Background: an optimization exercise with open tools, aiming at a short achievable clock period and few clock cycles. Do not read the settings as production practice.
Where RTL was checked, it was by simulation tests only, not by an equivalence proof against the original.
The RTL of runs 1 and 2 was laid out without a check of its function.
Power and IR drop assume default switching activity.

--- flow/design.v ---
module hc11_decoder (
    input  wire [7:0] b,
    output wire       c_fam,       
    output wire       c_esc,       
    output wire [2:0] c_famc,      
    output wire [3:0] c_sfx,       
    output wire       c_xy,        
    output wire       c_is16,      
    output wire [1:0] c_mode,      
    output wire       c_zero,      
    output wire       c_pbx,       
    output wire       c_pby,       
    output wire       c_pbix,      
    output wire       c_pbiy       
);
    localparam FAM_LD = 3'd1, FAM_ST = 3'd2, FAM_SUB = 3'd3, FAM_AD = 3'd4;
    localparam SFX_NONE = 4'd0, SFX_DD = 4'd1, SFX_DB = 4'd2, SFX_CA = 4'd3, SFX_CB = 4'd4,
               SFX_DA = 4'd5, SFX_B = 4'd6, SFX_A = 4'd7, SFX_AA = 4'd8, SFX_AB = 4'd9,
               SFX_D = 4'd10, SFX_S = 4'd11;
    wire [7:0] m      = b & 8'h85;
    wire [7:0] v      = b & 8'hCF;
    wire       is_ld  = (m == 8'h84);
    wire       is_st  = (m == 8'h85) && (b != 8'hCD);
    wire       is_sub = (m == 8'h80) || ((m == 8'h81) && (v == 8'h83));
    wire       is_ad  = (m == 8'h81) && (v != 8'h83);
    assign c_esc  = (m == 8'h00) || (b == 8'hCD);
    assign c_fam  = is_ld || is_st || is_sub || is_ad;
    assign c_famc = is_ld ? FAM_LD : is_st ? FAM_ST : is_sub ? FAM_SUB : FAM_AD;
    assign c_mode = b[5:4];
    assign c_zero = (b == 8'h00);
    assign c_xy   = (v == 8'hCE) || (v == 8'hCF);
    assign c_pbx  = (b == 8'h00) || (b == 8'hCD);
    assign c_pby  = (b == 8'h18);
    assign c_pbix = (b == 8'h00) || (b == 8'h1A);
    assign c_pbiy = (b == 8'h18) || (b == 8'hCD);
    reg [3:0] sfx_n;
    reg       is16_n;
    always @(*) begin
        sfx_n  = SFX_NONE;
        is16_n = 1'b0;
        case (v)
            8'hC3: begin sfx_n = SFX_DD; is16_n = 1'b1; end
            8'hCB: sfx_n = SFX_DB;
            8'h89: sfx_n = SFX_CA;
            8'hC9: sfx_n = SFX_CB;
            8'h8B: sfx_n = SFX_DA;
            8'hC0: sfx_n = SFX_B;
            8'h80: sfx_n = SFX_A;
            8'h86, 8'h87: sfx_n = SFX_AA;
            8'hC6, 8'hC7: sfx_n = SFX_AB;
            8'h83, 8'hCC, 8'hCD: begin sfx_n = SFX_D; is16_n = 1'b1; end
            8'h8E, 8'h8F: begin sfx_n = SFX_S; is16_n = 1'b1; end
            default: ;
        endcase
    end
    assign c_sfx  = sfx_n;
    assign c_is16 = is16_n;
endmodule
module hc11mon_dl #(
    parameter [15:0] MIN      = 16'h0400,
    parameter [15:0] MAX      = 16'h7DFF,
    parameter [15:0] LF_START = 16'h1000,
    parameter [15:0] LF_MAX   = 16'h7DC0
) (
    input  wire        clk,
    input  wire        rst,
    input  wire        cmd_valid,
    output wire        cmd_ready,
    input  wire [1:0]  cmd_op,
    input  wire [15:0] cmd_start,
    input  wire [15:0] cmd_end,
    input  wire        in_valid,
    output wire        in_ready,
    input  wire [7:0]  in_data,
    input  wire        in_eos,
    output wire        mem_req,
    output wire        mem_we,
    output wire [15:0] mem_addr,
    output wire [7:0]  mem_wdata,
    input  wire        mem_ack,
    input  wire [7:0]  mem_rdata,
    output reg         ev_valid,
    input  wire        ev_ready,
    output reg  [2:0]  ev_type,
    output reg  [15:0] ev_addr,
    output reg  [15:0] ev_data,
    output reg  [15:0] ev_line,
    output reg  [2:0]  ev_kind,
    output reg         ev_flag,
    output reg  [2:0]  ev_len,
    output reg  [47:0] ev_raw,
    output reg  [2:0]  ev_fam,
    output reg  [3:0]  ev_sfx,
    output reg  [2:0]  ev_opform
);
    localparam OP_DECODE = 2'd0, OP_DISASM = 2'd1, OP_LOAD = 2'd2;
    localparam EV_ORG = 3'd1, EV_INSTR = 3'd2, EV_END = 3'd3, EV_PROGRESS = 3'd4,
               EV_SUMMARY = 3'd5, EV_REPORT = 3'd6;
    localparam ERR_BOUNDS = 3'd2, ERR_FORMAT = 3'd3, ERR_CHECKSUM = 3'd4,
               ERR_STREAMEND = 3'd5, ERR_RANGE = 3'd6;
    localparam T_IDLE = 3'd0, T_DCHK = 3'd1, T_DIS = 3'd2, T_DEND = 3'd3,
               T_FIN = 3'd4, T_LOAD = 3'd5;
    localparam L_WIN = 2'd0, L_C1 = 2'd1, L_C2 = 2'd2, L_STOP = 2'd3;
    localparam SFX_NONE = 4'd0, SFX_X = 4'd12, SFX_Y = 4'd13;
    localparam OF_NONE = 3'd0, OF_IMM8 = 3'd1, OF_IMM16 = 3'd2, OF_DIR = 3'd3,
               OF_IDX_X = 3'd4, OF_IDX_Y = 3'd5, OF_EXT = 3'd6;
    localparam O_IMM16_FIRST = 2'd0, O_LAST8 = 2'd1, O_EXT_HI = 2'd2, O_LAST16 = 2'd3;
    function hexv;
        input [7:0] c;
        hexv = (c >= 8'h30 && c <= 8'h39) || (c >= 8'h41 && c <= 8'h46);
    endfunction
    function [3:0] hexn;
        input [7:0] c;
        hexn = c[6] ? c[3:0] + 4'd9 : c[3:0];
    endfunction
    function [7:0] hexc;
        input [3:0] v;
        hexc = (v < 4'd10) ? {4'h3, v} : {4'h4, v - 4'd9};
    endfunction
    reg [2:0]  ts;
    reg        cmd_ready_r;
    reg        in_ready_r;
    reg        single;
    reg [15:0] c_start, c_end;
    reg        r_range, r_sbad, r_ebad;
    reg        mreq;
    reg        mwe;
    reg [15:0] ma;
    reg [7:0]  wdat;
    localparam FW = 8 + 16 + 1 + 23;
    reg        rd_on;
    reg        f0_v, f1_v;
    reg        dis_on, ld_on;    
    reg [7:0]  fx_hi, fx_lo;      
    reg        acc_ff;            
    reg [FW-1:0] f0, f1;
    reg        st_opnd;
    reg [1:0]  k;
    reg        pbx, pby, pbix, pbiy;
    reg [1:0]  ost;
    reg [2:0]  opf;
    reg [7:0]  hi;
    reg [2:0]  fam_r;
    reg [3:0]  sfx_r;
    reg [5:0]  pos1h;     
    reg [2:0]  pos;
    reg [47:0] raw;
    reg [15:0] ia;
    reg        seen_end;
    reg        t_v;
    reg [2:0]  t_type;
    reg [15:0] t_addr, t_data, t_line;
    reg [2:0]  t_kind;
    reg        t_flag;
    reg [2:0]  t_len;
    reg [47:0] t_raw;
    reg [2:0]  t_fam;
    reg [3:0]  t_sfx;
    reg [2:0]  t_opform;
    reg [1:0]  ls;
    reg [2:0]  wcnt;
    reg        full, s1f, s9f, hvf, rngf, wgo;
    reg [3:0]  wn0, wn1, wn2, wn3, wn4, wn5, wn6, wn7;
    reg [7:0]  whv, wS, w1, w9;
    reg [15:0] line;
    reg [15:0] written;
    reg        first_v;
    reg [15:0] first;
    reg [7:0]  acc;
    reg        add_pend;
    reg        al_pend;
    reg [7:0]  cnt;
    reg [7:0]  c1;
    reg        c1_hv;
    reg [3:0]  c1_nib;
    reg        e_v, e_eos, e_fmt, e_dat, e_wcb, e_ck;
    reg [3:0]  e_c2n;
    assign cmd_ready = cmd_ready_r;
    assign in_ready  = in_ready_r;
    assign mem_req   = mreq;
    assign mem_we    = mwe;
    assign mem_addr  = ma;
    assign mem_wdata = wdat;
    wire can_push = !t_v;
    wire in_take  = in_valid && in_ready_r;
    wire       c_fam, c_esc, c_xy, c_is16, c_zero, c_pbx, c_pby, c_pbix, c_pbiy;
    wire [2:0] c_famc;
    wire [3:0] c_sfx;
    wire [1:0] c_mode;
    hc11_decoder u_cls (
        .b(mem_rdata), .c_fam(c_fam), .c_esc(c_esc), .c_famc(c_famc), .c_sfx(c_sfx),
        .c_xy(c_xy), .c_is16(c_is16), .c_mode(c_mode), .c_zero(c_zero),
        .c_pbx(c_pbx), .c_pby(c_pby), .c_pbix(c_pbix), .c_pbiy(c_pbiy)
    );
    wire [FW-1:0] f_new = {mem_rdata, ma + 16'd1, ma == c_end,
                           c_fam, c_esc, c_famc, c_sfx, c_xy, c_is16, c_mode, c_zero,
                           c_pbx, c_pby, c_pbix, c_pbiy, 5'd0};
    wire [7:0]  b      = f0[FW-1 -: 8];
    wire [15:0] h_ap1  = f0[FW-9 -: 16];
    wire        h_eq   = f0[23];
    wire        h_fam  = f0[22];
    wire        h_esc  = f0[21];
    wire [2:0]  h_famc = f0[20:18];
    wire [3:0]  h_sfx  = f0[17:14];
    wire        h_xy   = f0[13];
    wire        h_is16 = f0[12];
    wire [1:0]  h_mode = f0[11:10];
    wire        h_zero = f0[9];
    wire        h_pbx  = f0[8];
    wire        h_pby  = f0[7];
    wire        h_pbix = f0[6];
    wire        h_pbiy = f0[5];
    wire h_escg  = h_esc && (k != 2'd3);
    wire d_ends  = st_opnd ? ost[0] : !(h_fam || h_escg);
    wire d_null  = !st_opnd;
    wire dpop    = dis_on && f0_v && can_push;
    wire dlast   = single || seen_end || h_eq;
    wire [47:0] raw_ev = {pos1h[5] ? b : raw[47:40], pos1h[4] ? b : raw[39:32],
                          pos1h[3] ? b : raw[31:24], pos1h[2] ? b : raw[23:16],
                          pos1h[1] ? b : raw[15:8],  pos1h[0] ? b : raw[7:0]};
    wire l_eval = ld_on && (ls == L_WIN) && full && !e_v && (s9f || (s1f && !(hvf && rngf)));
    wire s9_early = ld_on && (ls == L_WIN) && in_take && !in_eos &&
                    !(full && (s1f || s9f)) && (full || wcnt == 3'd7) && wS[1] && w9[2] &&
                    !e_v && can_push;
    wire e_evt  = e_eos || e_fmt || !e_dat || e_wcb;    
    wire e_prog = !e_eos && !e_fmt && !e_dat && e_ck;   
    reg        push;
    reg [2:0]  p_type;
    reg [15:0] p_addr, p_data, p_line;
    reg [2:0]  p_kind;
    reg        p_flag;
    reg [2:0]  p_len;
    reg [47:0] p_raw;
    reg [2:0]  p_fam;
    reg [3:0]  p_sfx;
    reg [2:0]  p_opform;
    always @(*) begin
        push     = 1'b0;
        p_type   = EV_REPORT;
        p_addr   = 16'h0000;
        p_data   = 16'h0000;
        p_line   = line;
        p_kind   = ERR_FORMAT;
        p_flag   = 1'b0;
        p_len    = pos + 3'd1;
        p_raw    = raw_ev;
        p_fam    = d_null ? 3'd0 : fam_r;
        p_sfx    = d_null ? 4'd0 : sfx_r;
        p_opform = d_null ? OF_NONE : opf;
        case (ts)
            T_DCHK: begin
                push   = can_push;
                p_line = 16'd0;
                if (r_range) begin
                    p_kind = ERR_RANGE; p_addr = c_start; p_data = c_end;
                end else if (r_sbad) begin
                    p_kind = ERR_BOUNDS; p_addr = c_start;
                end else if (r_ebad) begin
                    p_kind = ERR_BOUNDS; p_addr = c_end;
                end else begin
                    p_type = EV_ORG; p_addr = c_start;
                end
            end
            T_DEND: begin
                push   = can_push;
                p_type = EV_END;
                p_addr = c_end;
            end
            T_DIS: begin
                push   = dpop && d_ends;
                p_type = EV_INSTR;
                p_addr = ia;
                p_flag = !d_null;
                p_data = (st_opnd && ost[1]) ? {hi, b} : {8'h00, d_null ? 8'h00 : b};
            end
            default: begin
                if (e_v) begin
                    push = e_evt && can_push;
                    if (e_eos)
                        p_kind = ERR_STREAMEND;
                    else if (e_fmt)
                        p_kind = ERR_FORMAT;
                    else if (e_dat) begin
                        p_kind = ERR_BOUNDS;
                        p_addr = ma;
                    end else if (e_ck)
                        p_type = EV_PROGRESS;
                    else begin
                        p_kind = ERR_CHECKSUM;
                        p_data = {fsum, c1_nib, e_c2n};
                    end
                end else if (l_eval || s9_early) begin
                    push = can_push;
                    if (s9f || s9_early) begin
                        p_type = EV_SUMMARY;
                        p_flag = first_v;
                        p_addr = first;
                        p_data = written;
                    end else begin
                        p_kind = hvf ? ERR_BOUNDS : ERR_FORMAT;
                        p_addr = {wn4, wn5, wn6, wn7};
                    end
                end
            end
        endcase
    end
    wire ev_pop    = ev_valid && ev_ready;
    wire head_free = !ev_valid || ev_ready;
    wire ev_valid_n = t_v || push || (ev_valid && !ev_ready);
    wire t_v_n      = head_free ? (t_v && push) : (t_v || push);
    wire        in_hv  = hexv(in_data);
    wire [3:0]  in_nib = hexn(in_data);
    wire        wc_bad = (ma < MIN) || (ma > MAX);
    wire [7:0]  fsum   = ~acc;
    wire        ck_ok  = (c1 == fx_hi) && (in_data == fx_lo) && !acc_ff;
    wire        hdr_go = full && s1f && hvf && rngf;
    wire [7:0]  hdr_n  = {wn2, wn3};
    wire [15:0] la_n   = {wn5, wn6, wn7, in_nib};
    wire        rng_n  = (la_n >= LF_START) && (la_n <= LF_MAX);
    reg [1:0]  ls_n;
    reg        ts_fin;        
    reg        e_set;
    reg        want_n;        
    reg        wr_n;          
    reg        mreq_wr_n;
    always @(*) begin
        ls_n      = ls;
        ts_fin    = 1'b0;
        e_set     = 1'b0;
        wr_n      = 1'b0;
        want_n    = 1'b0;
        if (in_take && in_eos) begin
            e_set     = 1'b1;
            ls_n      = L_STOP;
            ts_fin    = 1'b1;
        end else begin
            case (ls)
                L_WIN: begin
                    if (hdr_go) begin
                        ls_n   = in_take ? L_C2 : L_C1;
                        want_n = 1'b1;
                    end else if (full && (s9f || s1f)) begin
                        if (l_eval && can_push) begin
                            ls_n   = L_STOP;
                            ts_fin = 1'b1;
                        end
                    end else if (s9_early) begin
                        ls_n   = L_STOP;
                        ts_fin = 1'b1;
                    end else if (in_take) begin
                        want_n = !(full || wcnt == 3'd7) || !(wS[1] && (w1[2] || w9[2])) ||
                                 (w1[2] && (&whv[7:3]) && in_hv && rng_n);
                    end else
                        want_n = wgo;
                end
                L_C1: begin
                    want_n = 1'b1;
                    if (in_take) ls_n = L_C2;
                end
                L_C2: begin
                    want_n = 1'b1;
                    if (in_take) begin
                        e_set = 1'b1;
                        if (!(c1_hv && in_hv)) begin
                            ls_n   = L_STOP;
                            ts_fin = 1'b1;
                            want_n = 1'b0;
                        end else if (cnt != 8'd0) begin
                            if (wc_bad) begin
                                ls_n      = L_STOP;
                                ts_fin    = 1'b1;
                                want_n    = 1'b0;
                            end else begin
                                wr_n = 1'b1;
                                ls_n = L_C1;
                            end
                        end else if (ck_ok) begin
                            ls_n      = L_WIN;
                        end else begin
                            ls_n      = L_STOP;
                            ts_fin    = 1'b1;
                            want_n    = 1'b0;
                        end
                    end
                end
                default: ;
            endcase
        end
        mreq_wr_n = wr_n || (mreq && !mem_ack);
    end
    wire e_v_n = e_set || (e_v && e_evt && !can_push);
    wire pe_free_n = !e_v_n || !t_v_n;
    wire al_wait_n  = (ls == L_WIN) && hdr_go && (hdr_n < 8'd4);
    wire ld_ready_n = want_n && pe_free_n &&
                      !(ls_n == L_C2 && (mreq_wr_n || al_wait_n)) && (ls_n != L_STOP);
    wire       rpush = mreq && mem_ack && !mwe && rd_on;
    wire       ffull_n = !dpop && (f1_v || (f0_v && rpush));
    wire       hdr_set = ld_on && (ls == L_WIN) && hdr_go;
    wire [7:0] acc_nx  = hdr_set ? hdr_n + {wn4, wn5} :
                         add_pend ? acc + wdat :
                         al_pend ? acc + {wn6, wn7} : acc;
    wire [7:0] fsum_nx = ~acc_nx;
    integer i;
    always @(posedge clk) begin
        if (rst) begin
            ts          <= T_IDLE;
            cmd_ready_r <= 1'b1;
            in_ready_r  <= 1'b0;
            mreq        <= 1'b0;
            mwe         <= 1'b0;
            rd_on       <= 1'b0;
            f0_v        <= 1'b0;
            f1_v        <= 1'b0;
            dis_on      <= 1'b0;
            ld_on       <= 1'b0;
            ev_valid    <= 1'b0;
            t_v         <= 1'b0;
            add_pend    <= 1'b0;
            al_pend     <= 1'b0;
            e_v         <= 1'b0;
        end else begin
            ev_valid <= ev_valid_n;
            t_v      <= t_v_n;
            if (head_free) begin
                if (t_v) begin
                    ev_type <= t_type; ev_addr <= t_addr; ev_data <= t_data; ev_line <= t_line;
                    ev_kind <= t_kind; ev_flag <= t_flag; ev_len <= t_len; ev_raw <= t_raw;
                    ev_fam <= t_fam; ev_sfx <= t_sfx; ev_opform <= t_opform;
                end else begin
                    ev_type <= p_type; ev_addr <= p_addr; ev_data <= p_data; ev_line <= p_line;
                    ev_kind <= p_kind; ev_flag <= p_flag; ev_len <= p_len; ev_raw <= p_raw;
                    ev_fam <= p_fam; ev_sfx <= p_sfx; ev_opform <= p_opform;
                end
            end
            if (t_v ? head_free : !head_free) begin
                t_type <= p_type; t_addr <= p_addr; t_data <= p_data; t_line <= p_line;
                t_kind <= p_kind; t_flag <= p_flag; t_len <= p_len; t_raw <= p_raw;
                t_fam <= p_fam; t_sfx <= p_sfx; t_opform <= p_opform;
            end
            if (rpush) ma <= ma + 16'd1;
            case ({rpush, dpop})
                2'b10: begin
                    if (!f0_v) begin f0 <= f_new; f0_v <= 1'b1; end
                    else       begin f1 <= f_new; f1_v <= 1'b1; end
                end
                2'b01: begin
                    f0   <= f1;
                    f0_v <= f1_v;
                    f1_v <= 1'b0;
                end
                2'b11: begin
                    if (!f1_v) f0 <= f_new;
                    else begin f0 <= f1; f1 <= f_new; end
                end
                default: ;
            endcase
            if (rd_on) mreq <= !ffull_n;
            if (dpop) begin
                seen_end <= seen_end | h_eq;
                raw      <= raw_ev;
                if (d_ends) begin
                    st_opnd <= 1'b0;
                    k       <= 2'd0;
                    pbx <= 1'b1; pby <= 1'b0; pbix <= 1'b1; pbiy <= 1'b0;
                    pos     <= 3'd0;
                    pos1h   <= 6'd1;
                    ia      <= h_ap1;
                    if (dlast) begin
                        rd_on  <= 1'b0;
                        mreq   <= 1'b0;
                        f0_v   <= 1'b0;
                        f1_v   <= 1'b0;
                        dis_on <= 1'b0;
                        ts     <= single ? T_FIN : T_DEND;
                    end
                end else begin
                    pos   <= pos + 3'd1;
                    pos1h <= {pos1h[4:0], 1'b0};
                    if (!st_opnd) begin
                        if (h_fam) begin
                            st_opnd <= 1'b1;
                            fam_r   <= h_famc;
                            sfx_r   <= h_xy ? (pbx ? SFX_X : pby ? SFX_Y : SFX_NONE) : h_sfx;
                            case (h_mode)
                                2'b00: begin
                                    ost <= h_is16 ? O_IMM16_FIRST : O_LAST8;
                                    opf <= h_is16 ? OF_IMM16 : OF_IMM8;
                                end
                                2'b01: begin ost <= O_LAST8; opf <= OF_DIR; end
                                2'b10: begin
                                    ost <= O_LAST8;
                                    opf <= pbix ? OF_IDX_X : pbiy ? OF_IDX_Y : OF_DIR;
                                end
                                default: begin ost <= O_EXT_HI; opf <= OF_EXT; end
                            endcase
                        end else begin
                            k    <= k + 2'd1;
                            pbx  <= h_pbx;
                            pby  <= h_pby;
                            pbix <= h_pbix;
                            pbiy <= h_pbiy;
                        end
                    end else begin
                        hi <= b;
                        if (ost == O_IMM16_FIRST && h_zero) begin
                            ost <= O_LAST8;
                            opf <= OF_IMM8;
                        end else
                            ost <= O_LAST16;
                    end
                end
            end
            if (ld_on) begin
                ls         <= ls_n;
                in_ready_r <= ld_ready_n;
                if (ts_fin) begin
                    ts    <= T_FIN;
                    ld_on <= 1'b0;
                end
            end
            e_v <= e_v_n;
            if (e_set) begin
                e_eos <= in_eos;
                e_fmt <= !(c1_hv && in_hv);
                e_dat <= (cnt != 8'd0);
                e_wcb <= wc_bad;
                e_ck  <= ck_ok;
                e_c2n <= in_nib;
            end
            if (e_v && e_prog && can_push)
                line <= line + 16'd1;
            if (mwe) mreq <= mreq_wr_n;
            if (mwe && mreq && mem_ack) begin
                ma      <= ma + 16'd1;
                written <= written + 16'd1;
            end
            if (in_take && ls == L_C2)
                wdat <= {c1_nib, in_nib};
            add_pend <= wr_n;
            if (add_pend)
                cnt <= cnt - 8'd1;
            acc    <= acc_nx;
            fx_hi  <= hexc(fsum_nx[7:4]);
            fx_lo  <= hexc(fsum_nx[3:0]);
            acc_ff <= (acc_nx == 8'hFF);
            al_pend <= 1'b0;
            if (hdr_set) begin
                if (!first_v) begin
                    first_v <= 1'b1;
                    first   <= {wn4, wn5, wn6, wn7};
                end
                al_pend <= 1'b1;
                ma      <= {wn4, wn5, wn6, wn7};
                cnt     <= (hdr_n >= 8'd3) ? hdr_n - 8'd3 : 8'd0;
            end
            if (ld_on && in_take && !in_eos) begin
                if (ls == L_WIN && !hdr_go) begin
                    wn0 <= wn1; wn1 <= wn2; wn2 <= wn3; wn3 <= wn4;
                    wn4 <= wn5; wn5 <= wn6; wn6 <= wn7; wn7 <= in_nib;
                    whv  <= {in_hv, whv[7:1]};
                    wS   <= {in_data == "S", wS[7:1]};
                    w1   <= {in_data == "1", w1[7:1]};
                    w9   <= {in_data == "9", w9[7:1]};
                    if (wcnt == 3'd7) full <= 1'b1;
                    wcnt <= wcnt + 3'd1;
                    s1f  <= wS[1] && w1[2];
                    s9f  <= wS[1] && w9[2];
                    hvf  <= (&whv[7:3]) && in_hv;
                    rngf <= rng_n;
                    wgo  <= want_n;
                end
                if ((ls == L_WIN && hdr_go) || ls == L_C1) begin
                    c1     <= in_data;
                    c1_hv  <= in_hv;
                    c1_nib <= in_nib;
                end
                if (ls == L_C2 && ls_n == L_WIN) begin
                    wcnt <= 3'd0;
                    full <= 1'b0;
                    wgo  <= 1'b1;
                end
            end
            case (ts)
                T_IDLE: begin
                    if (cmd_valid) begin
                        c_start  <= cmd_start;
                        c_end    <= cmd_end;
                        r_range  <= cmd_start > cmd_end;
                        r_sbad   <= (cmd_start < MIN) || (cmd_start > MAX);
                        r_ebad   <= (cmd_end < MIN) || (cmd_end > MAX);
                        st_opnd  <= 1'b0;
                        k        <= 2'd0;
                        pbx <= 1'b1; pby <= 1'b0; pbix <= 1'b1; pbiy <= 1'b0;
                        pos      <= 3'd0;
                        pos1h    <= 6'd1;
                        seen_end <= 1'b0;
                        ia       <= cmd_start;
                        f0_v     <= 1'b0;
                        f1_v     <= 1'b0;
                        case (cmd_op)
                            OP_DECODE, OP_DISASM: begin
                                single      <= (cmd_op == OP_DECODE);
                                ma          <= cmd_start;
                                mwe         <= 1'b0;
                                mreq        <= 1'b1;
                                rd_on       <= 1'b1;
                                cmd_ready_r <= 1'b0;
                                ts          <= (cmd_op == OP_DECODE) ? T_DIS : T_DCHK;
                                dis_on      <= (cmd_op == OP_DECODE);
                            end
                            OP_LOAD: begin
                                mwe         <= 1'b1;
                                mreq        <= 1'b0;
                                rd_on       <= 1'b0;
                                cmd_ready_r <= 1'b0;
                                in_ready_r  <= 1'b1;
                                ts          <= T_LOAD;
                                ld_on       <= 1'b1;
                                ls          <= L_WIN;
                                wcnt        <= 3'd0;
                                full        <= 1'b0;
                                wgo         <= 1'b1;
                                line        <= 16'd1;
                                written     <= 16'd0;
                                first_v     <= 1'b0;
                                first       <= 16'd0;
                            end
                            default: ;
                        endcase
                    end
                end
                T_DCHK: begin
                    if (push) begin
                        if (!(r_range || r_sbad || r_ebad)) begin
                            ts     <= T_DIS;
                            dis_on <= 1'b1;
                        end else begin
                            rd_on <= 1'b0;
                            mreq  <= 1'b0;
                            f0_v  <= 1'b0;
                            f1_v  <= 1'b0;
                            ts    <= T_FIN;
                        end
                    end
                end
                T_DIS: ;    
                T_DEND: begin
                    if (push) ts <= T_FIN;
                end
                T_FIN: begin
                    in_ready_r <= 1'b0;
                    if (!t_v && (!ev_valid || ev_ready) && !e_v && !(mreq && !mem_ack)) begin
                        ts          <= T_IDLE;
                        cmd_ready_r <= 1'b1;
                    end
                end
                T_LOAD: ;
                default: ts <= T_IDLE;
            endcase
        end
    end
endmodule
--- flow/run.sh ---
#!/bin/bash
# synth_recipe.tcl (not shown) runs the flow's synth.tcl, then flattens the netlist and writes it again
# the make line also repeats each setting of config.mk as NAME=value (left out here)
make -C /OpenROAD-flow-scripts/flow DESIGN_CONFIG=/design/flow/config.mk WORK_HOME=/design/flow/orfs CLKGATE_MAP_FILE= SYNTH_SCRIPT=/design/flow/synth_recipe.tcl finish
--- flow/config.mk ---
export PLATFORM = sky130hd
export DESIGN_NAME = hc11mon_dl
export DESIGN_NICKNAME = hc11mon_dl
export VERILOG_FILES = /design/flow/design.v
export SDC_FILE = /design/flow/constraint.sdc
export NUM_CORES = 4
export LEC_CHECK = 0
export ABC_CLOCK_PERIOD_IN_PS = 1500
export CAP_MARGIN = 20
export CORE_MARGIN = 2
export CORE_UTILIZATION = 40
export PLACE_DENSITY = 0.6
export SETUP_SLACK_MARGIN = 3.2
export SLEW_MARGIN = 20
--- flow/constraint.sdc ---
create_clock -name core_clock -period 5.0 [get_ports {clk}]
set_input_delay 1.0000 -clock core_clock [delete_from_list [all_inputs] [get_ports {clk}]]
set_output_delay 1.0000 -clock core_clock [all_outputs]
set_load 0.01 [all_outputs]
==> results of run 1 <==
[cell usage in the layout (no fill, tap or decap), types with 62 or more instances in the layout]
cell       netlist  final
edfxtp_1       634    634
buf_4            0    206
nand2_1        210    167
buf_6            0    142
buf_2            7    140
mux2_2         164    136
nor2_1         124     90
clkbuf_16        0     82
a21oi_1        107     74
mux2i_1         81     67
buf_12           0     65
buf_16           0     62
[kinds of logic (layout without fill, tap and decap cells)]
family                   Yosys count  in the layout  synth area share (%)
buffers and inverters            180            849                  2.27
other                              0              1                     0
adder cells (fa/ha/maj)           69             69                  2.94
AO/OA/AOI/OAI                    396            396                  8.52
AND/OR/NAND/NOR                  603            606                  9.69
multiplexers                     245            246                  8.82
flip-flops                       651            651                  64.3
XOR/XNOR                         120            120                  3.49
[repair_timing]
| item | 4_1_cts | 5_1_grt |
|---|---|---|
| endpoints found under the setup margin | 1180 | 986 |
| endpoints found under the hold margin | 0 | 0 |
| resized for setup | 1399 | 268 |
| cloned | 66 | 16 |
| setup buffers | 265 | 89 |
| pin swaps | 149 | 124 |
[synth_stat cells, drive strengths merged, types with 3 or more instances]
cell type    n
a222oi       8
nor4        11
o211ai      21
o31ai        4
or3          9
a211oi      14
or2          7
and3        18
a21oi      107
nand4       21
nor4b        4
and4         8
and2        43
nor3        37
mux2i       81
nand2      210
a21boi       8
fa           3
o22ai       27
a31oi        9
nor2b       20
a22o        37
or4          5
clkbuf      97
o21ai       98
xor2        57
o21bai       5
nand4b       4
edfxtp     634
a21o        12
nand2b      12
nand3b       3
xnor2       63
nand3       51
nor3b       11
mux2       164
buf         26
o21a         6
nor2       125
ha          66
dfxtp       17
inv         56
a22oi       14
[power by group]
part | internal (mW) | leakage (nW) | switching [mW]
registers | 6.22 | 6.11 | 0.162
clock network | 3.17 | 1.14 | 2.24
logic | 0.658 | 8.80 | 0.793
total | 10.0 | 16.1 | 3.19
[worst max-delay path, delay by kind of cell, from the launching register on]
kind / cells / cell delay (ns)
XOR/XNOR: 1 / 0.07
flip-flops: 1 / 0.49
adder cells (fa/ha/maj): 2 / 0.58
AO/OA/AOI/OAI: 5 / 0.80
buffers and inverters: 1 / 0.18
AND/OR/NAND/NOR: 2 / 0.51
[registers in the layout, indices dropped and copies added (netlist names), 16 cells and up]
register  count
ev_raw       48
raw          48
t_raw        48
f0           41
f1           41
c_end        16
c_start      16
ev_addr      16
ev_data      16
ev_line      16
first        16
ia           16
line         16
ma           16
t_addr       16
t_data       16
t_line       16
written      16
[stage by stage]
step	std cells	utilization, %	hold slack, ns	cell area, um^2	setup slack, ns
2_1_floorplan	2264	-	0.400	30400	0.443
3_3_place_gp	3345	44.8	0.401	33400	0.809
3_5_place_dp	3345	44.8	0.405	33400	0.794
4_1_cts	3801	55.3	0.417	41300	2.19
5_1_grt	3907	58.2	0.426	43400	2.04
6_report	3907	58.2	0.418	43400	2.09
[per-layer routing]
metal	part of all wire, %	vias to the layer above	GRT usage, %
met5	0.0070	-	0
met4	3.6	2	9.31
met3	7.5	220	3.90
met2	48	1054	39.6
met1	41	11315	32.3
li1	-	9803	-
[worst max path at each step]
stage,from,endpoint,slack (ns)
after floorplan,rst,ev_addr[0]$_DFFE_PP_,0.44
after global placement,in_data[6],in_ready_r$_SDFF_PP0_,0.81
after detailed placement,in_data[6],in_ready_r$_SDFF_PP0_,0.79
after CTS,acc[0]$_DFFE_PN_,fx_hi[0]$_DFFE_PN_,2.19
after global routing,acc[0]$_DFFE_PN_,fx_hi[0]$_DFFE_PN_,2.04
final,acc[0]$_DFFE_PN_,fx_hi[0]$_DFFE_PN_,2.09
[area by class of cell]
type	count	area share, %
repair inverters	1	0.0202
repair buffers	666	17.4
clock inverters	44	1.30
flip-flops and latches	651	44.7
multi-input cells	1437	29.0
inverters	57	0.608
well taps	969	2.79
diodes	1	0.00577
clock buffers	81	4.13
==> impl_metrics.ini, run 1 <==
[clock_tree]
cts-htree-levels = 3
cts-hold-fix-buffers = 0
cts_sinks = 651
cts_made_buffers = 70
insertion_delay_ns = 0.63
clk_pin_slew_worst_paths_ns = 0.06
clockRootBuffer = clkbuf_16
cts_tree = done
cts_buffer_depth = 3

[timing]
tns_ns = 0
hold_viol_final = 0
rsz0062_at_grt = true
final.setup_skew_ns = 0.0336
tightest_slew_ns = 0.837
drv_slew = 0
period_share_pct = 58.2
slew_headroom_pct = 43.6
finalCriticalPeriod_ns = 2.91
setup_viol = 0
fmax_mhz = 344

[place]
dp_hpwl_um = 55700
gp_congestion = 0.902
portBuffers = 201

[yosys]
synth_top_area_cell = edfxtp_1
synthCells = 2264
synth-async-reset-ratio_pct = 0
avgSynthCellArea_um2 = 13.3
synth-seq-cells = 651
syn_nets = 2390
synth_edf_count = 634
synth.distinct_cells = 76
yosys_warnings = 2
synthTopCellsByArea = edfxtp_1 63%, mux2_2 6.1%, ha_1 2.7%, mux2i_1 2.7%, nand2_1 2.6%
synthFlopType = edfxtp_1
ys_seq_area_share_pct = 64.3
synth_area_um2 = 30100
synth_top_area_share_pct = 63.2

[worst_setup_path]
worstReg2RegStart = acc[0]$_DFFE_PN_
start_kind = flop
cp.required_ns = 5.37
crit_arrival_ns = 3.28
end_kind = flop
reg2reg_to = fx_hi[0]$_DFFE_PN_
r2r_setup_slack_ns = 2.09
crit_path_max_incr_delay_ns = 0.49
r2r_cells = 11
cp_max_fo = 3
critPathSlowestCell = edfxtp_1
path_cells = ha_4, fa_2, a211oi_2, nor2_2, or4_4, o2111ai_4, a21oi_2, a21o_1, o211ai_1, buf_4, xor2_1
worst-setup-path-type = flop to flop

[die]
rows = 100
die_h_um = 279
fp.dieW_um = 279
dieArea_um2 = 77600
core_region_area_um2 = 74600
io-pin-count = 202
initial_core_util_pct = 40.4

[global_routing]
grt_pass1_vias = 21885
grt_max_degree = 128
antenna_found_initial = 4
grt_use_total_pct = 24.2
grt_pass1_wl_um = 140000
grt_overflow = 0

[pwr]
p_per_area_nw_per_um2 = 305
p_total_mw = 13.2
ir_drop_mv = 0.235
power.leakage_nw = 16.1

[routing]
drt-initial-drc-count = 2491
post-route-drc-count = 0
firstDrtPassIters = 9
num_vias = 22394
detail-route-antenna-nets = 0
drt-wirelength-per-cell_um = 25.7
wl_um = 100000
viasPerCell = 5.73

[job]
cap_violations = 0

[worst_hold_path]
min_path_type = flop to flop
hold_path_depth = 0
min_from = w9[3]$_DFFE_PP_
holdPathEnd = w9[2]$_DFFE_PP_

[layout]
final_nets = 3010
nFillCells = 5706
multi_input_area_um2 = 12600
syn_to_final_growth_pct = 43.9
seqCellArea_um2 = 19400
drive_gt1_share_pct = 44.4

[status]
status = no timing/DRC/antenna violations
==> run 2, diff against run 1 <==
==> flow/config.mk (replaced) <==
export PLATFORM = sky130hd
export DESIGN_NAME = hc11mon_dl
export DESIGN_NICKNAME = hc11mon_dl
export VERILOG_FILES = /design/flow/design.v
export SDC_FILE = /design/flow/constraint.sdc
export NUM_CORES = 4
export LEC_CHECK = 0
export ABC_CLOCK_PERIOD_IN_PS = 1000
export CAP_MARGIN = 20
export CORE_MARGIN = 2
export CORE_UTILIZATION = 50
export PLACE_DENSITY = 0.65
export SETUP_SLACK_MARGIN = 3.0
export SLEW_MARGIN = 20
export TNS_END_PERCENT = 100
==> run 2 against run 1 <==
Fmax grew 2.4%; power fell by 3.3%; sequential share of layout area rose by 2.5 points; synthesized cell count did not move; worst setup slack better by 0.067 ns; non-clock buffer count is 89 lower; clock-buffer cell count increased by 12; global-route usage increased by 3.6 points; die area decreased by 20%.
==> impl_metrics.ini, run 2 <==
[status]
status = no timing/DRC/antenna violations

[yosys]
avgSynthCellArea_um2 = 13.3
synthCells = 2264
synthFlopType = edfxtp_1
synth_edf_count = 634
synth-async-reset-ratio_pct = 0
synth_compound_area_share_pct = 8.52
synth_area_um2 = 30100
synth_most_common_cell = edfxtp_1
synth_top_area_cell = edfxtp_1
synth_top_area_share_pct = 63.2
synthXorXnorAreaFrac_pct = 3.49
yosys_warnings = 2
synth.distinct_cells = 76
synth-seq-cells = 651
synthTopCellsByCount = 634 x edfxtp_1, 210 x nand2_1, 164 x mux2_2, 124 x nor2_1, 107 x a21oi_1
synth-adder-area-share_pct = 2.94
muxShareOfSynthArea_pct = 8.82
ys_seq_area_share_pct = 64.3
synthTopCellsByArea = edfxtp_1 63%, mux2_2 6.1%, ha_1 2.7%, mux2i_1 2.7%, nand2_1 2.6%
yosys.area_share.simple_pct = 9.69
synth_top_family_by_area = simple AND/OR/NAND/NOR gates
syn_nets = 2390

[timing]
rsz0062_at_grt = true
final.setup_skew_ns = 0.0351
finalCriticalPeriod_ns = 2.84
tightest_slew_ns = 0.793
fmax_mhz = 352
tns_ns = 0
setup_viol = 0
slew_headroom_pct = 47.1
hold_viol_final = 0
period_share_pct = 56.8
drv_slew = 0

[routing]
post-route-drc-count = 0
drt-wirelength-per-cell_um = 25.4
detail-route-antenna-nets = 0
firstDrtPassIters = 8
drt-initial-drc-count = 2623
num_vias = 22169
wl_um = 92400
viasPerCell = 6.11

[clock_tree]
insertion_delay_ns = 0.63
cts_tree = done
clockRootBuffer = clkbuf_16
cts-hold-fix-buffers = 0
clk_pin_slew_worst_paths_ns = 0.06
cts_made_buffers = 71
cts-htree-levels = 3
cts_buffer_depth = 3
cts_sinks = 651

[layout]
syn_to_final_growth_pct = 36.2
final_common_cell = edfxtp_1
reg_top3 = ev_raw (48), raw (48), t_raw (48)
final_cell_mix = 634 x edfxtp_1, 191 x buf_4, 169 x nand2_1
final_nets = 2921
diodes = 0
drive_gt1_share_pct = 40.1

[place]
dp_hpwl_um = 52200
gp_congestion = 0.899
portBuffers = 201

[worst_setup_path]
worst-setup-path-type = flop to flop
cp.required_ns = 5.36
end_kind = flop
r2r_setup_slack_ns = 2.16
start_kind = flop
cp_max_fo = 4
crit_arrival_ns = 3.20
r2r_cells = 11

[die]
initial_core_util_pct = 50.2
io-pin-count = 202
fp.dieW_um = 250
dieArea_um2 = 62300
core_region_area_um2 = 60000
die_h_um = 250
rows = 90

[pwr]
power.leakage_nw = 15.2
ir_drop_mv = 0.248
p_total_mw = 12.8
p_per_area_nw_per_um2 = 312

[global_routing]
grt_pass1_wl_um = 131000
grt_overflow = 0
antenna_found_initial = 4
grt_pass1_vias = 21109
grt_max_degree = 128
grt_use_total_pct = 27.8

[worst_hold_path]
min_path_type = flop to flop
hold_path_depth = 0

[job]
cap_violations = 0
[run 2: cell counts after synthesis]
No cell type changed its count.
[run 2: report_power, final]
| group | internal (mW) | switching (mW) | leakage, nW |
|---|---|---|---|
| clock network | 2.90 | 2.17 | 1.06 |
| logic | 0.601 | 0.752 | 8.01 |
| registers | 6.22 | 0.161 | 6.11 |
[run 2: final cells by class]
class | instances | area, um^2
clock buffer | 93 | 1900
clock inverter | 34 | 292
fill | 4028 | 19000
inverter | 57 | 231
multi-input combinational | 1437 | 12300
sequential | 651 | 19400
tap | 782 | 978
timing repair buffer | 577 | 5970
[run 2: path summary, 6_finish.rpt]
| check | startpoint | to |
|---|---|---|
| hold reg to reg | wS[6]$_DFFE_PP_ | wS[5]$_DFFE_PP_ |
| setup / recovery | wn7[0]$_DFFE_PP_ | fx_hi[0]$_DFFE_PN_ |
| hold / removal | wS[6]$_DFFE_PP_ | wS[5]$_DFFE_PP_ |
| setup reg to reg | wn7[0]$_DFFE_PP_ | fx_hi[0]$_DFFE_PN_ |
[run 2: through the flow]
step / cells / utilization (%) / setup WS, ns / cell area [um^2] / hold slack [ns]
after CTS: 3519 / 64.8 / 2.26 / 38900 / 0.417
final: 3631 / 68.4 / 2.16 / 41100 / 0.418
after floorplan: 2264 / - / 0.443 / 30400 / 0.400
after global routing: 3631 / 68.4 / 2.07 / 41100 / 0.416
after global placement: 3157 / 55.2 / 0.997 / 33100 / 0.402
after detailed placement: 3157 / 55.2 / 0.912 / 33100 / 0.407
[run 2: repair_timing]
action,in CTS,in global routing
setup buffers,205,94
gates resized for setup,1215,239
pin swaps,128,88
endpoints found under the setup margin,1005,695
cloned,30,18
[run 2: routing by layer]
layer  wire, um  vias up  global-route usage (%)  share of wire [%]
met5          0        -                       0                  0
met4       4030        0                    10.4                4.4
met3       8560      276                    4.78                9.3
met2      43100     1258                    44.0                 47
met1      36600    11024                    38.7                 40
li1           -     9611                       -                  -
[run 2: logic make-up (layout without fill, tap and decap cells)]
| group | after synthesis | in the layout |
|---|---|---|
| flops | 651 | 651 |
| simple gates | 603 | 606 |
| compound gates | 396 | 396 |
| mux | 245 | 246 |
| buf+inv | 180 | 761 |
| xor+xnor | 120 | 120 |
| fa+ha+maj | 69 | 69 |
[run 2: worst max-delay path, stage by stage, from the launching register on]
cell and delay [ns]:
edfxtp_1 0.43, ha_2 0.24, fa_2 0.38, a211oi_2 0.23, nor2_2 0.08, or4_4 0.42
o2111ai_2 0.09, a21oi_2 0.10, a21o_1 0.22, o211ai_1 0.17, buf_4 0.16, xor2_1 0.06
==> run 3, diff against run 2 <==
--- a/flow/design.v
+++ b/flow/design.v
@@ -131,8 +131,7 @@
     reg        rd_on;
     reg        f0_v, f1_v;
     reg        dis_on, ld_on;    
-    reg [7:0]  fx_hi, fx_lo;      
-    reg        acc_ff;            
+    reg        chk_on, dend_on;  
     reg [FW-1:0] f0, f1;
     reg        st_opnd;
     reg [1:0]  k;
@@ -234,8 +233,8 @@
     reg [2:0]  p_fam;
     reg [3:0]  p_sfx;
     reg [2:0]  p_opform;
+    wire sel_sum = s9f || (wS[1] && w9[2]);
     always @(*) begin
-        push     = 1'b0;
         p_type   = EV_REPORT;
         p_addr   = 16'h0000;
         p_data   = 16'h0000;
@@ -247,62 +246,52 @@
         p_fam    = d_null ? 3'd0 : fam_r;
         p_sfx    = d_null ? 4'd0 : sfx_r;
         p_opform = d_null ? OF_NONE : opf;
-        case (ts)
-            T_DCHK: begin
-                push   = can_push;
-                p_line = 16'd0;
-                if (r_range) begin
-                    p_kind = ERR_RANGE; p_addr = c_start; p_data = c_end;
-                end else if (r_sbad) begin
-                    p_kind = ERR_BOUNDS; p_addr = c_start;
-                end else if (r_ebad) begin
-                    p_kind = ERR_BOUNDS; p_addr = c_end;
-                end else begin
-                    p_type = EV_ORG; p_addr = c_start;
-                end
-            end
-            T_DEND: begin
-                push   = can_push;
-                p_type = EV_END;
-                p_addr = c_end;
-            end
-            T_DIS: begin
-                push   = dpop && d_ends;
-                p_type = EV_INSTR;
-                p_addr = ia;
-                p_flag = !d_null;
-                p_data = (st_opnd && ost[1]) ? {hi, b} : {8'h00, d_null ? 8'h00 : b};
-            end
-            default: begin
-                if (e_v) begin
-                    push = e_evt && can_push;
-                    if (e_eos)
-                        p_kind = ERR_STREAMEND;
-                    else if (e_fmt)
-                        p_kind = ERR_FORMAT;
-                    else if (e_dat) begin
-                        p_kind = ERR_BOUNDS;
-                        p_addr = ma;
-                    end else if (e_ck)
-                        p_type = EV_PROGRESS;
-                    else begin
-                        p_kind = ERR_CHECKSUM;
-                        p_data = {fsum, c1_nib, e_c2n};
-                    end
-                end else if (l_eval || s9_early) begin
-                    push = can_push;
-                    if (s9f || s9_early) begin
-                        p_type = EV_SUMMARY;
-                        p_flag = first_v;
-                        p_addr = first;
-                        p_data = written;
-                    end else begin
-                        p_kind = hvf ? ERR_BOUNDS : ERR_FORMAT;
-                        p_addr = {wn4, wn5, wn6, wn7};
-                    end
-                end
-            end
-        endcase
+        if (chk_on) begin
+            p_line = 16'd0;
+            if (r_range) begin
+                p_kind = ERR_RANGE; p_addr = c_start; p_data = c_end;
+            end else if (r_sbad) begin
+                p_kind = ERR_BOUNDS; p_addr = c_start;
+            end else if (r_ebad) begin
+                p_kind = ERR_BOUNDS; p_addr = c_end;
+            end else begin
+                p_type = EV_ORG; p_addr = c_start;
+            end
+        end else if (dend_on) begin
+            p_type = EV_END;
+            p_addr = c_end;
+        end else if (dis_on) begin
+            p_type = EV_INSTR;
+            p_addr = ia;
+            p_flag = !d_null;
+            p_data = (st_opnd && ost[1]) ? {hi, b} : {8'h00, d_null ? 8'h00 : b};
+        end else if (e_v) begin
+            if (e_eos)
+                p_kind = ERR_STREAMEND;
+            else if (e_fmt)
+                p_kind = ERR_FORMAT;
+            else if (e_dat) begin
+                p_kind = ERR_BOUNDS;
+                p_addr = ma;
+            end else if (e_ck)
+                p_type = EV_PROGRESS;
+            else begin
+                p_kind = ERR_CHECKSUM;
+                p_data = {fsum, c1_nib, e_c2n};
+            end
+        end else if (sel_sum) begin
+            p_type = EV_SUMMARY;
+            p_flag = first_v;
+            p_addr = first;
+            p_data = written;
+        end else begin
+            p_kind = hvf ? ERR_BOUNDS : ERR_FORMAT;
+            p_addr = {wn4, wn5, wn6, wn7};
+        end
+        push = (chk_on || dend_on) ? can_push :
+               dis_on ? (dpop && d_ends) :
+               e_v ? (e_evt && can_push) :
+               ((l_eval || s9_early) && can_push);
     end
     wire ev_pop    = ev_valid && ev_ready;
     wire head_free = !ev_valid || ev_ready;
@@ -312,94 +301,55 @@
     wire [3:0]  in_nib = hexn(in_data);
     wire        wc_bad = (ma < MIN) || (ma > MAX);
     wire [7:0]  fsum   = ~acc;
-    wire        ck_ok  = (c1 == fx_hi) && (in_data == fx_lo) && !acc_ff;
+    wire        ck_ok  = (c1 == hexc(fsum[7:4])) && (in_data == hexc(fsum[3:0])) &&
+                         (acc != 8'hFF);
     wire        hdr_go = full && s1f && hvf && rngf;
     wire [7:0]  hdr_n  = {wn2, wn3};
     wire [15:0] la_n   = {wn5, wn6, wn7, in_nib};
     wire        rng_n  = (la_n >= LF_START) && (la_n <= LF_MAX);
-    reg [1:0]  ls_n;
-    reg        ts_fin;        
-    reg        e_set;
-    reg        want_n;        
-    reg        wr_n;          
-    reg        mreq_wr_n;
+    wire        teos   = in_take && in_eos;
+    wire        tch    = in_take && !in_eos;
+    wire        cnt_nz = (cnt != 8'd0);
+    wire        c2_go  = c1_hv && in_hv && (cnt_nz ? !wc_bad : ck_ok);
+    wire        w_stop = full && (s9f || (s1f && !(hvf && rngf)));
+    wire        w_more = !(full || wcnt == 3'd7) || !(wS[1] && (w1[2] || w9[2])) ||
+                         (w1[2] && (&whv[7:3]) && in_hv && rng_n);
+    wire l_win = (ls == L_WIN);
+    wire l_c1  = (ls == L_C1);
+    wire l_c2  = (ls == L_C2);
+    wire wr_n      = l_c2 && tch && c1_hv && in_hv && cnt_nz && !wc_bad;
+    wire mreq_wr_n = wr_n || (mreq && !mem_ack);
+    wire e_set     = teos || (l_c2 && tch);
+    wire al_wait_n = hdr_go && (hdr_n < 8'd4);
+    wire ts_fin = teos ||
+                  (l_win && !hdr_go && ((w_stop && l_eval && can_push) || s9_early)) ||
+                  (l_c2 && tch && !c2_go);
+    reg [1:0] ls_n;
     always @(*) begin
-        ls_n      = ls;
-        ts_fin    = 1'b0;
-        e_set     = 1'b0;
-        wr_n      = 1'b0;
-        want_n    = 1'b0;
-        if (in_take && in_eos) begin
-            e_set     = 1'b1;
-            ls_n      = L_STOP;
-            ts_fin    = 1'b1;
-        end else begin
-            case (ls)
-                L_WIN: begin
-                    if (hdr_go) begin
-                        ls_n   = in_take ? L_C2 : L_C1;
-                        want_n = 1'b1;
-                    end else if (full && (s9f || s1f)) begin
-                        if (l_eval && can_push) begin
-                            ls_n   = L_STOP;
-                            ts_fin = 1'b1;
-                        end
-                    end else if (s9_early) begin
-                        ls_n   = L_STOP;
-                        ts_fin = 1'b1;
-                    end else if (in_take) begin
-                        want_n = !(full || wcnt == 3'd7) || !(wS[1] && (w1[2] || w9[2])) ||
-                                 (w1[2] && (&whv[7:3]) && in_hv && rng_n);
-                    end else
-                        want_n = wgo;
-                end
-                L_C1: begin
-                    want_n = 1'b1;
-                    if (in_take) ls_n = L_C2;
-                end
-                L_C2: begin
-                    want_n = 1'b1;
-                    if (in_take) begin
-                        e_set = 1'b1;
-                        if (!(c1_hv && in_hv)) begin
-                            ls_n   = L_STOP;
-                            ts_fin = 1'b1;
-                            want_n = 1'b0;
-                        end else if (cnt != 8'd0) begin
-                            if (wc_bad) begin
-                                ls_n      = L_STOP;
-                                ts_fin    = 1'b1;
-                                want_n    = 1'b0;
-                            end else begin
-                                wr_n = 1'b1;
-                                ls_n = L_C1;
-                            end
-                        end else if (ck_ok) begin
-                            ls_n      = L_WIN;
-                        end else begin
-                            ls_n      = L_STOP;
-                            ts_fin    = 1'b1;
-                            want_n    = 1'b0;
-                        end
-                    end
-                end
-                default: ;
-            endcase
+        ls_n = ls;
+        if (ts_fin)
+            ls_n = L_STOP;
+        else if (l_win) begin
+            if (hdr_go) ls_n = in_take ? L_C2 : L_C1;
+        end else if (l_c1) begin
+            if (tch) ls_n = L_C2;
+        end else if (l_c2) begin
+            if (tch) ls_n = cnt_nz ? L_C1 : L_WIN;
         end
-        mreq_wr_n = wr_n || (mreq && !mem_ack);
     end
     wire e_v_n = e_set || (e_v && e_evt && !can_push);
     wire pe_free_n = !e_v_n || !t_v_n;
-    wire al_wait_n  = (ls == L_WIN) && hdr_go && (hdr_n < 8'd4);
-    wire ld_ready_n = want_n && pe_free_n &&
-                      !(ls_n == L_C2 && (mreq_wr_n || al_wait_n)) && (ls_n != L_STOP);
+    wire ld_ready_n = !teos && pe_free_n &&
+        ((l_win && hdr_go)  ? !(in_take && (mreq_wr_n || al_wait_n)) :
+         l_win              ? !w_stop && (in_take ? w_more : wgo) && !s9_early :
+         l_c1               ? !(tch && mreq_wr_n) :
+         l_c2               ? (tch ? c2_go : !mreq_wr_n) : 1'b0);
     wire       rpush = mreq && mem_ack && !mwe && rd_on;
     wire       ffull_n = !dpop && (f1_v || (f0_v && rpush));
     wire       hdr_set = ld_on && (ls == L_WIN) && hdr_go;
     wire [7:0] acc_nx  = hdr_set ? hdr_n + {wn4, wn5} :
                          add_pend ? acc + wdat :
                          al_pend ? acc + {wn6, wn7} : acc;
-    wire [7:0] fsum_nx = ~acc_nx;
     integer i;
     always @(posedge clk) begin
         if (rst) begin
@@ -413,6 +363,8 @@
             f1_v        <= 1'b0;
             dis_on      <= 1'b0;
             ld_on       <= 1'b0;
+            chk_on      <= 1'b0;
+            dend_on     <= 1'b0;
             ev_valid    <= 1'b0;
             t_v         <= 1'b0;
             add_pend    <= 1'b0;
@@ -472,6 +424,7 @@
                         f1_v   <= 1'b0;
                         dis_on <= 1'b0;
                         ts     <= single ? T_FIN : T_DEND;
+                        dend_on <= !single;
                     end
                 end else begin
                     pos   <= pos + 3'd1;
@@ -512,7 +465,7 @@
             end
             if (ld_on) begin
                 ls         <= ls_n;
-                in_ready_r <= ld_ready_n;
+                in_ready_r <= ld_ready_n && !ts_fin;
                 if (ts_fin) begin
                     ts    <= T_FIN;
                     ld_on <= 1'b0;
@@ -540,9 +493,6 @@
             if (add_pend)
                 cnt <= cnt - 8'd1;
             acc    <= acc_nx;
-            fx_hi  <= hexc(fsum_nx[7:4]);
-            fx_lo  <= hexc(fsum_nx[3:0]);
-            acc_ff <= (acc_nx == 8'hFF);
             al_pend <= 1'b0;
             if (hdr_set) begin
                 if (!first_v) begin
@@ -567,14 +517,14 @@
                     s9f  <= wS[1] && w9[2];
                     hvf  <= (&whv[7:3]) && in_hv;
                     rngf <= rng_n;
-                    wgo  <= want_n;
+                    wgo  <= w_more;
                 end
                 if ((ls == L_WIN && hdr_go) || ls == L_C1) begin
                     c1     <= in_data;
                     c1_hv  <= in_hv;
                     c1_nib <= in_nib;
                 end
-                if (ls == L_C2 && ls_n == L_WIN) begin
+                if (ls == L_C2) begin
                     wcnt <= 3'd0;
                     full <= 1'b0;
                     wgo  <= 1'b1;
@@ -607,6 +557,7 @@
                                 cmd_ready_r <= 1'b0;
                                 ts          <= (cmd_op == OP_DECODE) ? T_DIS : T_DCHK;
                                 dis_on      <= (cmd_op == OP_DECODE);
+                                chk_on      <= (cmd_op == OP_DISASM);
                             end
                             OP_LOAD: begin
                                 mwe         <= 1'b1;
@@ -631,6 +582,7 @@
                 end
                 T_DCHK: begin
                     if (push) begin
+                        chk_on <= 1'b0;
                         if (!(r_range || r_sbad || r_ebad)) begin
                             ts     <= T_DIS;
                             dis_on <= 1'b1;
@@ -645,7 +597,10 @@
                 end
                 T_DIS: ;    
                 T_DEND: begin
-                    if (push) ts <= T_FIN;
+                    if (push) begin
+                        ts      <= T_FIN;
+                        dend_on <= 1'b0;
+                    end
                 end
                 T_FIN: begin
                     in_ready_r <= 1'b0;
--- a/flow/config.mk
+++ b/flow/config.mk
@@ -8,8 +8,8 @@
 export ABC_CLOCK_PERIOD_IN_PS = 1000
 export CAP_MARGIN = 20
 export CORE_MARGIN = 2
-export CORE_UTILIZATION = 50
-export PLACE_DENSITY = 0.65
-export SETUP_SLACK_MARGIN = 3.0
+export CORE_UTILIZATION = 60
+export PLACE_DENSITY = 0.72
+export SETUP_SLACK_MARGIN = 2.7
 export SLEW_MARGIN = 20
 export TNS_END_PERCENT = 100
==> run 3 against run 2 <==
Still clean; clock power about the same; sequential cell count down 11; sequential power down 2%; area after synthesis down 1.5%; global-route usage up 4.0 points; wire length down 9.9%; worst hold slack about the same; register-to-register slack better by 0.26 ns; non-clock buffer count down 191; die area down 18%; critical path type is now input pin to flop; largest cell class unchanged.
==> impl_metrics.ini, run 3 <==
[layout]
nFillCells = 3122
diodes = 0
final_nets = 2698
final_common_cell = edfxtp_1
final_cell_mix = 621 x edfxtp_1, 216 x nand2_1, 170 x mux2_2
syn_to_final_growth_pct = 24.5
reg_top3 = ev_raw (48), raw (48), t_raw (48)
drive_gt1_share_pct = 26.5

[timing]
fmax_mhz = 384
period_share_pct = 52.0
hold_viol_final = 0
tightest_slew_ns = 0.996
setup_viol = 0
slew_headroom_pct = 33.0
drv_slew = 0
rsz0062_at_grt = true
final.setup_skew_ns = 0.0248
tns_ns = 0
finalCriticalPeriod_ns = 2.60

[place]
dp_hpwl_um = 51700
gp_congestion = 0.892
portBuffers = 201

[pwr]
ir_drop_mv = 0.319
p_sw_share_pct = 23.5
p_per_area_nw_per_um2 = 339
p_total_mw = 12.5
internal-power_mw = 9.60
combPwrFrac_pct = 9.5
power.leakage_nw = 13.4
pwr-share-clk_pct = 40.6
pwr-share-seq_pct = 49.9
switchingPower_mw = 2.95

[die]
io-pin-count = 202
initial_core_util_pct = 60.7
core_region_area_um2 = 49000
rows = 81
fp.dieW_um = 226
die_h_um = 226
dieArea_um2 = 51300

[job]
cap_violations = 0

[global_routing]
grt_overflow = 0
grt_pass1_vias = 19539
grt_max_degree = 84
antenna_found_initial = 1
grt_pass1_wl_um = 120000
grt_use_total_pct = 31.8

[yosys]
synth_most_common_cell = edfxtp_1
synth_top_family_by_area = simple AND/OR/NAND/NOR gates
synth_compound_area_share_pct = 8.64
synth-async-reset-ratio_pct = 0
synthXorXnorAreaFrac_pct = 2.95
synthFlopType = edfxtp_1
syn_nets = 2367
synthTopCellsByCount = 621 x edfxtp_1, 225 x nand2_1, 170 x mux2_2, 128 x nor2_1, 117 x o21ai_0
synthCells = 2249
yosys_warnings = 2
yosys.area_share.simple_pct = 9.76
synth-adder-area-share_pct = 2.62
synth-seq-cells = 640
avgSynthCellArea_um2 = 13.2
synthTopCellsByArea = edfxtp_1 63%, mux2_2 6.4%, mux2i_1 3.0%, nand2_1 2.8%, ha_1 2.5%
synth_top_area_share_pct = 62.8
synth_edf_count = 621
muxShareOfSynthArea_pct = 9.48
ys_seq_area_share_pct = 64.1
synth_top_area_cell = edfxtp_1
synth_area_um2 = 29700
synth.distinct_cells = 80

[worst_setup_path]
r2r_setup_slack_ns = 2.42
crit_top_cell = buf_4
cp.required_ns = 5.50
worst-setup-path-type = input pin to flop
r2r_cells = 9
crit_path_max_incr_delay_ns = 0.39
start_kind = input pin
worstReg2RegStart = wn6[2]$_DFFE_PP_
reg2reg_to = in_ready_r$_SDFF_PP0_
path_cells = buf_12, buf_4, ha_1, nand2_2, xnor2_2, o41ai_2, buf_4, a31o_4, mux2i_2, nor4_2, o32ai_1, o31ai_1
critPathSlowestCell = o41ai_2
cp_max_fo = 6
crit_arrival_ns = 3.11
end_kind = flop

[routing]
num_vias = 20587
drt-wirelength-per-cell_um = 25.2
drt-initial-drc-count = 2730
wl_um = 83200
viasPerCell = 6.25
post-route-drc-count = 0
firstDrtPassIters = 6
detail-route-antenna-nets = 0

[clock_tree]
insertion_delay_ns = 0.62
cts_sinks = 640
clockRootBuffer = clkbuf_16
cts_made_buffers = 69
cts-htree-levels = 3
cts_buffer_depth = 3
clk_pin_slew_worst_paths_ns = 0.06
cts_tree = done

[worst_hold_path]
min_from = w1[6]$_DFFE_PP_
hold_path_depth = 0
holdPathEnd = w1[5]$_DFFE_PP_
min_path_type = flop to flop

[status]
status = no timing/DRC/antenna violations
[run 3: changes by cell type after synthesis, moves of 15 or more]
cell      previous run  this run
and2_1              41        22
nor2b_1             20        35
xnor2_1             63        47
nand3_1             51        31
o21ai_0             90       117
o211ai_1            21         4
o22ai_1             27         7
nand2_1            210       225
[run 3: worst max-delay path by stage]
| stage | startpoint | endpoint | slack (ns) |
|---|---|---|---|
| after floorplan | rst | ev_addr[0]$_DFFE_PP_ | 0.71 |
| after global placement | in_data[1] | in_ready_r$_SDFF_PP0_ | 1.25 |
| after detailed placement | in_data[1] | in_ready_r$_SDFF_PP0_ | 1.12 |
| after CTS | in_data[3] | in_ready_r$_SDFF_PP0_ | 2.45 |
| after global routing | in_data[1] | in_ready_r$_SDFF_PP0_ | 2.32 |
| final | in_data[1] | in_ready_r$_SDFF_PP0_ | 2.40 |
[run 3: area by class of cell]
type	count	area, um^2	share of cell area, %
sequential	640	19100	51.5
clock buffer	78	1780	4.82
clock inverter	45	479	1.30
inverter	60	251	0.680
tap	664	831	2.25
multi-input combinational	1423	11000	29.7
timing repair buffer	386	3610	9.76
[run 3: critical path, delay by kind of cell]
kind / cells / cell delay, ns
buffers and inverters: 3 / 0.46
muxes: 1 / 0.08
adders and majority gates: 1 / 0.20
xor gates and xnor gates: 1 / 0.09
AOI/OAI and AO/OA: 4 / 0.90
and+or+nand+nor: 2 / 0.38
[run 3: repair_timing]
| action | in CTS | in global routing |
|---|---|---|
| hold buffers | 0 | 0 |
| pin swaps | 45 | 58 |
| setup buffers | 88 | 60 |
| gates resized for setup | 484 | 174 |
| cloned | 5 | 4 |
| setup endpoints to repair | 886 | 442 |
[run 3: cell families (layout without fill, tap and decap cells)]
kind of cell | after synthesis | count (layout)
compound gates | 397 | 397
xor+xnor | 100 | 100
fa+ha+maj | 61 | 61
buf+inv | 188 | 569
flops | 640 | 640
mux | 260 | 260
simple gates | 603 | 605
[run 3: per-stage QoR]
stage / setup slack (ns) / utilization, % / std cells / area (um^2) / hold slack [ns]
6_report: 2.40 / 75.5 / 3296 / 37000 / 0.417
2_1_floorplan: 0.708 / - / 2249 / 30200 / 0.400
3_3_place_gp: 1.25 / 66.8 / 3015 / 32700 / 0.401
3_5_place_dp: 1.12 / 66.8 / 3016 / 32700 / 0.405
5_1_grt: 2.32 / 75.5 / 3296 / 37000 / 0.434
4_1_cts: 2.45 / 73.6 / 3232 / 36000 / 0.417
[run 3: power groups by stage]
stage               Clock (mW)  Combinational (mW)  Sequential (mW)
global route              5.34                1.28             6.27
finish                    5.09                1.19             6.26
detailed placement           0                1.01             6.42
CTS                       5.13                1.11             6.25
global placement             0               0.978             6.41
floorplan                    0               0.596             6.35
[run 3: layer usage]
layer | share of wire (%) | GRT usage (%)
met1 | 41 | 46.1
met3 | 9.8 | 5.83
met2 | 46 | 48.4
met5 | 0 | 0
met4 | 3.5 | 11.5
Testbench counts of run 3, summed over its fixed seeds: cycles 43,523.
==> run 4, diff against run 3 <==
--- a/flow/config.mk
+++ b/flow/config.mk
@@ -8,8 +8,8 @@
 export ABC_CLOCK_PERIOD_IN_PS = 1000
 export CAP_MARGIN = 20
 export CORE_MARGIN = 2
-export CORE_UTILIZATION = 60
-export PLACE_DENSITY = 0.72
-export SETUP_SLACK_MARGIN = 2.7
+export CORE_UTILIZATION = 50
+export PLACE_DENSITY = 0.65
+export SETUP_SLACK_MARGIN = 3.0
 export SLEW_MARGIN = 20
 export TNS_END_PERCENT = 100
==> run 4 against run 3 <==
Sequential cell count stayed put; final cell count grew 11%; power increased by 1.9%; final area up 12%; area after synthesis stayed put; non-clock buffer count is 241 higher; worst setup slack improved by 0.048 ns.
==> impl_metrics.ini, run 4 <==
[routing]
num_vias = 22419
viasPerCell = 6.14
post-route-drc-count = 0
detail-route-antenna-nets = 0
drt-initial-drc-count = 2339
drt-wirelength-per-cell_um = 27.1
firstDrtPassIters = 6
wl_um = 98900

[status]
status = no timing/DRC/antenna violations

[layout]
multi_input_area_um2 = 12200
nFillCells = 3726
reg_top3 = ev_raw (48), raw (48), t_raw (48)
fin_util_pct = 70.2
syn_to_final_growth_pct = 39.3
final_nets = 2944
final_area_um2 = 41400
final_common_cell = edfxtp_1
seqCellArea_um2 = 19100
drive_gt1_share_pct = 41.5
final_cell_mix = 621 x edfxtp_1, 213 x buf_4, 208 x nand2_1
fin_cells = 3649

[clock_tree]
cts_tree = done
clockRootBuffer = clkbuf_16
cts_made_buffers = 68
cts_sinks = 640
cts_buffer_depth = 3
clk_pin_slew_worst_paths_ns = 0.06
insertion_delay_ns = 0.62
cts-htree-levels = 3

[timing]
final.setup_skew_ns = 0.0308
period_share_pct = 51.1
tns_ns = 0
finalCriticalPeriod_ns = 2.55
drv_slew = 0
hold_viol_final = 0
slew_headroom_pct = 28.5
fmax_mhz = 392
setup_viol = 0
hold_ws_ns = 0.414
tightest_slew_ns = 1.06
rsz0062_at_grt = true

[yosys]
synth-async-reset-ratio_pct = 0
synth_top_area_share_pct = 62.8
synthCells = 2249
avgSynthCellArea_um2 = 13.2
ys_seq_area_share_pct = 64.1
syn_nets = 2367
synthTopCellsByArea = edfxtp_1 63%, mux2_2 6.4%, mux2i_1 3.0%, nand2_1 2.8%, ha_1 2.5%
synth-seq-cells = 640
synth_top_area_cell = edfxtp_1
synth_edf_count = 621
synth_area_um2 = 29700
synthTopCellsByCount = 621 x edfxtp_1, 225 x nand2_1, 170 x mux2_2, 128 x nor2_1, 117 x o21ai_0
synthFlopType = edfxtp_1
yosys_warnings = 2
synth.distinct_cells = 80
synth_most_common_cell = edfxtp_1

[worst_setup_path]
end_kind = flop
start_kind = input pin
cp_max_fo = 4
cp.required_ns = 5.50
crit_arrival_ns = 3.05
worst-setup-path-type = input pin to flop

[die]
core_region_area_um2 = 58900
fp.dieW_um = 248
rows = 89
dieArea_um2 = 61400
die_h_um = 248
initial_core_util_pct = 50.4
io-pin-count = 202

[global_routing]
grt_overflow = 0
grt_use_total_pct = 29.9
grt_max_degree = 86
grt_pass1_vias = 20945
grt_pass1_wl_um = 135000
antenna_found_initial = 2

[worst_hold_path]
min_path_type = flop to flop

[pwr]
p_per_area_nw_per_um2 = 309
power.leakage_nw = 15.4
ir_drop_mv = 0.209

[place]
place_area_um2 = 32900
place_inst = 3124
dp_hpwl_um = 53100
gp_congestion = 0.907
portBuffers = 201

[job]
cap_violations = 0
-- run 4: logic make-up after synthesis --
group,synth area share (%)
flip-flops,64.1
AND/OR/NAND/NOR,9.76
AO/OA/AOI/OAI,8.64
multiplexers,9.48
buffers and inverters,2.48
XOR/XNOR,2.95
adder cells (fa/ha/maj),2.62
-- run 4: final timing paths --
check	from	cells after the start	endpoint	slack (ns)
worst max-delay path	in_data[1]	12	in_ready_r$_SDFF_PP0_	2.45
worst min-delay path	w1[3]$_DFFE_PP_	0	w1[2]$_DFFE_PP_	0.41
worst max register to register	wn7[1]$_DFFE_PP_	9	in_ready_r$_SDFF_PP0_	2.45
worst min register to register	w1[3]$_DFFE_PP_	0	w1[2]$_DFFE_PP_	0.41
-- run 4: final cells by class --
| class | instances | area share [%] |
|---|---|---|
| sequential | 640 | 46.1 |
| multi-input combinational | 1428 | 29.5 |
| timing repair buffer | 627 | 16.2 |
| clock buffer | 83 | 4.30 |
| tap | 773 | 2.34 |
| clock inverter | 36 | 0.950 |
| inverter | 60 | 0.623 |
| timing repair inverter | 1 | 0.0121 |
| antenna | 1 | 0.00605 |
-- run 4: power breakdown --
group | internal, mW | switching, mW | total [mW]
Combinational | 0.672 | 0.788 | 1.46
Sequential | 6.11 | 0.161 | 6.28
Clock | 2.91 | 2.14 | 5.05
Total | 9.70 | 3.09 | 12.8
-- run 4: metrics by stage --
step | total power [mW] | setup slack [ns]
5_1_grt | 13.1 | 2.29
3_3_place_gp | 7.41 | 1.25
4_1_cts | 12.6 | 2.46
3_5_place_dp | 7.44 | 1.19
2_1_floorplan | 6.95 | 0.708
6_report | 12.8 | 2.45
-- run 4: critical path, cell delays in order --
cell and delay [ns]:
buf_12 0.08, clkinvlp_4 0.10, ha_4 0.22, and3b_1 0.20
o211ai_1 0.11, o41ai_2 0.24, buf_4 0.18, a31o_4 0.16
mux2i_1 0.06, nor4_1 0.29, o32ai_1 0.12, o31ai_1 0.26
-- run 4: routing by layer --
metal	vias to the layer above	GRT usage [%]	part of all wire [%]
li1	9614	-	-
met2	1372	46.7	46
met3	373	5.88	9.9
met5	-	0	0
met4	0	14.8	6.5
met1	11060	40.3	38
-- run 4: repair_timing --
item	in CTS	in global routing
hold buffers	0	0
resized for setup	1133	300
setup endpoints to repair	1084	671
pin swaps	118	148
setup buffers	220	124
cloned	43	18

separate check: timing with driven ports:
The flow's constraints put no driver on any port. The routed layouts listed below were extracted and timed again, unchanged, in two steps.
Step 1 (the two cells are an assumption about what drives the block):
set clk [get_ports {clk}]
set_driving_cell -lib_cell sky130_fd_sc_hd__clkbuf_16 $clk
set_driving_cell -lib_cell sky130_fd_sc_hd__buf_2 [delete_from_list [all_inputs] $clk]
Step 2, shift: input delay + t, output delay - t, t = (earliest + latest rising clock arrival at the registers) / 2. This alone moves slack from input paths to output paths.
Three values: ideal ports, drivers, drivers and shift; two values: the first two.
| run | shift t [ns] | setup WS [ns] | worst register clock-pin slew, ns |
|---|---|---|---|
| run 1 | 0.677 | 2.092 / 2.092 / 1.635 | 0.07 / 0.07 |
| run 2 | 0.672 | 2.159 / 2.159 / 1.621 | 0.07 / 0.07 |
| run 3 | 0.669 | 2.398 / 2.404 / 1.735 | 0.07 / 0.07 |
| run 4 | 0.673 | 2.446 / 2.441 / 1.768 | 0.07 / 0.07 |
After both steps every run listed still meets setup and hold. The setup slack of run 4, which loses most, moves by -0.005 ns with the drivers and by -0.678 ns with both steps.
